This is an optimization exercise on Yosys and OpenROAD, whose aim is small area and a short achievable clock period, not a production implementation.
Function was checked by simulation only, so behaviour that the tests miss may differ from the original.
No activity file was given, so power comes from the tool's default toggle rates.

==> flow/design.v <==
module midi_ring (
    input  wire       clk,
    input  wire       rst,
    input  wire       push,
    input  wire [7:0] push_byte,
    input  wire       step_en,
    output wire [7:0] front,        
    output wire       do_pop,       
    output wire       do_check,     
    output wire       ovf
);
    localparam [5:0] CNT0  = 6'd0;     
    localparam [5:0] CNT1  = 6'd1;     
    localparam [5:0] CNT63 = 6'd32;    
    reg [7:0] S [0:62-1];
    reg [5:0] cnt;
    reg       ovf_r;
    reg       phase;                
    reg [7:0] front_r;
    function [5:0] up;
        input [5:0] x;
        up = {x[4:0], x[5] ^ x[4] ^ ~|x[4:0]};
    endfunction
    function [5:0] down;
        input [5:0] y;
        down = {y[0] ^ y[5] ^ ~|y[5:1], y[5:1]};
    endfunction
    wire empty  = (cnt == CNT0);
    wire one    = (cnt == CNT1);
    wire full   = (cnt == CNT63);
    wire pop_ok = ~phase & ~empty;
    assign do_pop   = step_en & pop_ok;
    assign do_check = step_en & phase;
    assign ovf      = ovf_r;
    assign front    = front_r;
    wire [511:0] rd_tab;         
    assign rd_tab[8*2 +: 8] = S[0];    
    assign rd_tab[8*4 +: 8] = S[1];    
    assign rd_tab[8*8 +: 8] = S[2];    
    assign rd_tab[8*16 +: 8] = S[3];    
    assign rd_tab[8*33 +: 8] = S[4];    
    assign rd_tab[8*3 +: 8] = S[5];    
    assign rd_tab[8*6 +: 8] = S[6];    
    assign rd_tab[8*12 +: 8] = S[7];    
    assign rd_tab[8*24 +: 8] = S[8];    
    assign rd_tab[8*49 +: 8] = S[9];    
    assign rd_tab[8*34 +: 8] = S[10];    
    assign rd_tab[8*5 +: 8] = S[11];    
    assign rd_tab[8*10 +: 8] = S[12];    
    assign rd_tab[8*20 +: 8] = S[13];    
    assign rd_tab[8*41 +: 8] = S[14];    
    assign rd_tab[8*19 +: 8] = S[15];    
    assign rd_tab[8*39 +: 8] = S[16];    
    assign rd_tab[8*15 +: 8] = S[17];    
    assign rd_tab[8*30 +: 8] = S[18];    
    assign rd_tab[8*61 +: 8] = S[19];    
    assign rd_tab[8*58 +: 8] = S[20];    
    assign rd_tab[8*52 +: 8] = S[21];    
    assign rd_tab[8*40 +: 8] = S[22];    
    assign rd_tab[8*17 +: 8] = S[23];    
    assign rd_tab[8*35 +: 8] = S[24];    
    assign rd_tab[8*7 +: 8] = S[25];    
    assign rd_tab[8*14 +: 8] = S[26];    
    assign rd_tab[8*28 +: 8] = S[27];    
    assign rd_tab[8*57 +: 8] = S[28];    
    assign rd_tab[8*50 +: 8] = S[29];    
    assign rd_tab[8*36 +: 8] = S[30];    
    assign rd_tab[8*9 +: 8] = S[31];    
    assign rd_tab[8*18 +: 8] = S[32];    
    assign rd_tab[8*37 +: 8] = S[33];    
    assign rd_tab[8*11 +: 8] = S[34];    
    assign rd_tab[8*22 +: 8] = S[35];    
    assign rd_tab[8*45 +: 8] = S[36];    
    assign rd_tab[8*27 +: 8] = S[37];    
    assign rd_tab[8*55 +: 8] = S[38];    
    assign rd_tab[8*46 +: 8] = S[39];    
    assign rd_tab[8*29 +: 8] = S[40];    
    assign rd_tab[8*59 +: 8] = S[41];    
    assign rd_tab[8*54 +: 8] = S[42];    
    assign rd_tab[8*44 +: 8] = S[43];    
    assign rd_tab[8*25 +: 8] = S[44];    
    assign rd_tab[8*51 +: 8] = S[45];    
    assign rd_tab[8*38 +: 8] = S[46];    
    assign rd_tab[8*13 +: 8] = S[47];    
    assign rd_tab[8*26 +: 8] = S[48];    
    assign rd_tab[8*53 +: 8] = S[49];    
    assign rd_tab[8*42 +: 8] = S[50];    
    assign rd_tab[8*21 +: 8] = S[51];    
    assign rd_tab[8*43 +: 8] = S[52];    
    assign rd_tab[8*23 +: 8] = S[53];    
    assign rd_tab[8*47 +: 8] = S[54];    
    assign rd_tab[8*31 +: 8] = S[55];    
    assign rd_tab[8*63 +: 8] = S[56];    
    assign rd_tab[8*62 +: 8] = S[57];    
    assign rd_tab[8*60 +: 8] = S[58];    
    assign rd_tab[8*56 +: 8] = S[59];    
    assign rd_tab[8*48 +: 8] = S[60];    
    assign rd_tab[8*32 +: 8] = S[61];    
    assign rd_tab[8*0 +: 8] = 8'bx;     
    assign rd_tab[8*1 +: 8] = 8'bx;     
    wire [7:0] rd = rd_tab[8*cnt +: 8];
    wire [7:0] front_pop   = one ? push_byte : rd;
    wire [7:0] front_nopop = (empty | (push & full)) ? push_byte : front_r;
    wire [5:0] cnt_pop     = push ? cnt : down(cnt);
    wire [5:0] cnt_nopop   = push ? (full ? CNT1 : up(cnt)) : cnt;
    integer i;
    always @(posedge clk) begin
        if (push) begin
            S[0] <= push_byte;
            for (i = 1; i < 62; i = i + 1)
                S[i] <= S[i-1];
        end
        front_r <= do_pop ? front_pop : front_nopop;
    end
    always @(posedge clk) begin
        if (rst) begin
            cnt   <= CNT0;
            ovf_r <= 1'b0;
            phase <= 1'b0;
        end else begin
            cnt <= do_pop ? cnt_pop : cnt_nopop;
            if (~do_pop & push & full)
                ovf_r <= 1'b1;
            else if (do_check)
                ovf_r <= 1'b0;
            if (step_en)
                phase <= ~phase & empty;
        end
    end
endmodule
module midi_parser (
    input  wire       clk,
    input  wire       rst,
    input  wire       feed,
    input  wire [7:0] feed_byte,
    input  wire       force_desync,
    output reg        msg_valid,
    output wire [7:0] msg_status,
    output wire [7:0] msg_d1,
    output wire [7:0] msg_d2,
    output wire [1:0] msg_len
);
    reg [6:0] rs;
    reg       rs_v;
    reg       have;
    reg [7:0] pd1;
    reg [6:0] st_q;
    reg [7:0] d1_q;
    reg [7:0] d2_q;
    reg [1:0] len_q;
    wire [7:0] b     = feed_byte;
    wire       rt    = &b[7:3];
    wire       stat  = b[7] & ~rt;             
    wire       chan  = b[7] & ~(&b[6:4]);      
    wire       need1 = rs[6] & ~rs[5];         
    wire       acc   = ~b[7] & rs_v;           
    wire       emit  = rt | (acc & (need1 | have));
    always @(posedge clk) begin
        st_q  <= rt ? b[6:0] : rs;
        d1_q  <= rt ? 8'h00 : (need1 ? b : pd1);
        d2_q  <= (rt | need1) ? 8'h00 : b;
        len_q <= {~rt, b[7] | ~need1};
        if (feed & chan)
            rs <= b[6:0];
        if (feed & acc & ~need1 & ~have)
            pd1 <= b;
    end
    always @(posedge clk) begin
        if (rst) begin
            msg_valid <= 1'b0;
            rs_v      <= 1'b0;
            have      <= 1'b0;
        end else begin
            msg_valid <= feed & emit;
            if (force_desync) begin
                rs_v <= 1'b0;
                have <= 1'b0;
            end else if (feed) begin
                if (stat) begin
                    rs_v <= chan;
                    have <= 1'b0;
                end else if (acc & ~need1) begin
                    have <= ~have;
                end
            end
        end
    end
    assign msg_status = {1'b1, st_q};
    assign msg_d1     = d1_q;
    assign msg_d2     = d2_q;
    assign msg_len    = len_q;
endmodule
module midi_framer (
    input  wire       clk,
    input  wire       rst,           
    input  wire       in_valid,
    input  wire [7:0] in_byte,
    input  wire       step_en,       
    input  wire       desync_req,    
    output wire       msg_valid,
    output wire [7:0] msg_status,
    output wire [7:0] msg_d1,
    output wire [7:0] msg_d2,
    output wire [1:0] msg_len
);
    wire [7:0] front;
    wire       do_pop, do_check, ovf;
    midi_ring u_ring (
        .clk      (clk),
        .rst      (rst),
        .push     (in_valid),
        .push_byte(in_byte),
        .step_en  (step_en),
        .front    (front),
        .do_pop   (do_pop),
        .do_check (do_check),
        .ovf      (ovf)
    );
    midi_parser u_parser (
        .clk         (clk),
        .rst         (rst),
        .feed        (do_pop),
        .feed_byte   (front),
        .force_desync((do_check & ovf) | desync_req),
        .msg_valid   (msg_valid),
        .msg_status  (msg_status),
        .msg_d1      (msg_d1),
        .msg_d2      (msg_d2),
        .msg_len     (msg_len)
    );
endmodule
clock: 7.0 ns
lec_check: 0
cap_margin: 20
core_margin: 2
core_utilization: 50
cts_cluster_diameter: 60
cts_cluster_size: 35
place_density: 0.7
setup_slack_margin: 4.8
slew_margin: 20
run.sh (not shown) runs the stock make flow with config.mk's settings and CLKGATE_MAP_FILE= SYNTH_SCRIPT=/design/flow/synth_recipe.tcl, a recipe that flattens the netlist after the stock synthesis.
The baseline went through all stages and came out clean.
==> next run, changes <==
CTS_CLUSTER_DIAMETER = 70   (was 60)
CTS_CLUSTER_SIZE = 30   (was 35)
SETUP_SLACK_MARGIN = 4.6   (was 4.8)
After rerunning:
- power is lower by a few percent
- setup slack gets worse by 31 ps
- synthesized cell count does not change
- clock-buffer cell count is lower by 11
- worst hold slack gets better by 5.8 ps
- synthesized area does not change
- combinational power is lower by about a fifth
- global-route usage is lower by 1.1 points
==> next run, changes <==
CORE_UTILIZATION = 55   (was 50)
CTS_CLUSTER_DIAMETER = 80   (was 70)
CTS_CLUSTER_SIZE = 25   (was 30)
PLACE_DENSITY = 0.72   (was 0.7)
=>
- The new run finished with timing, DRC and antenna clean
- hold slack loses 8.2 ps
- routed wire length goes down by about 2.7%
- cell count goes down by about 1.4%
==> next run, changes <==
CORE_UTILIZATION = 50   (was 55)
PLACE_DENSITY = 0.7   (was 0.72)
TNS_END_PERCENT = 0   (was unset)
Outcome:
- The changed run passed the timing, design-rule and antenna checks
- via count drops slightly
- global-route usage came out lower by 1.9 points
- worst setup slack is worse by 71 ps
- combinational power came out lower by a few percent
- non-clock buffer count falls by 15
- total power hardly moves
- sequential cell count is unchanged
==> next run, changes <==
SETUP_SLACK_MARGIN = 4.55   (was 4.6)
TNS_END_PERCENT = unset   (was 0)
What happened: The new run completed without violations; total power grows by 1.2%; global-route usage shrinks by 0.29 points; clock-buffer cell count shrinks by 9; via count shrinks by 0.55%; worst hold slack loses 12 ps; setup slack gains 57 ps.

==> port drivers added, routing unchanged <==
No port has a modelled driver above. Below, the same layouts with a new extraction and two added sets of constraints.
Step 1: set_driving_cell puts a clkbuf_16 on clk and a buf_2 on each other input, an assumption about the parent block.
Step 2, shift: input delay + t, output delay - t, t = (earliest + latest rising clock arrival at the registers) / 2. This alone moves slack from input paths to output paths.
Slacks: ideal / step 1 / step 2; pairs: ideal / step 1.
run | t (ns) | setup WS [ns] | worst setup path after step 2 | pins driven straight from the clock port
the first run | 0.615 | 4.584 / 4.533 / 4.202 | input to register | 1
the second run | 0.654 | 4.553 / 4.497 / 4.024 | input to register | 1
the third run | 0.631 | 4.576 / 4.521 / 4.061 | input to register | 1
the fourth run | 0.637 | 4.505 / 4.505 / 3.909 | input to register | 1
the fifth run | 0.646 | 4.562 / 4.506 / 3.965 | input to register | 1
After both steps every run listed still meets setup and hold. The setup slack of the fifth run, which loses most, moves by -0.056 ns with the drivers and by -0.597 ns with both steps.
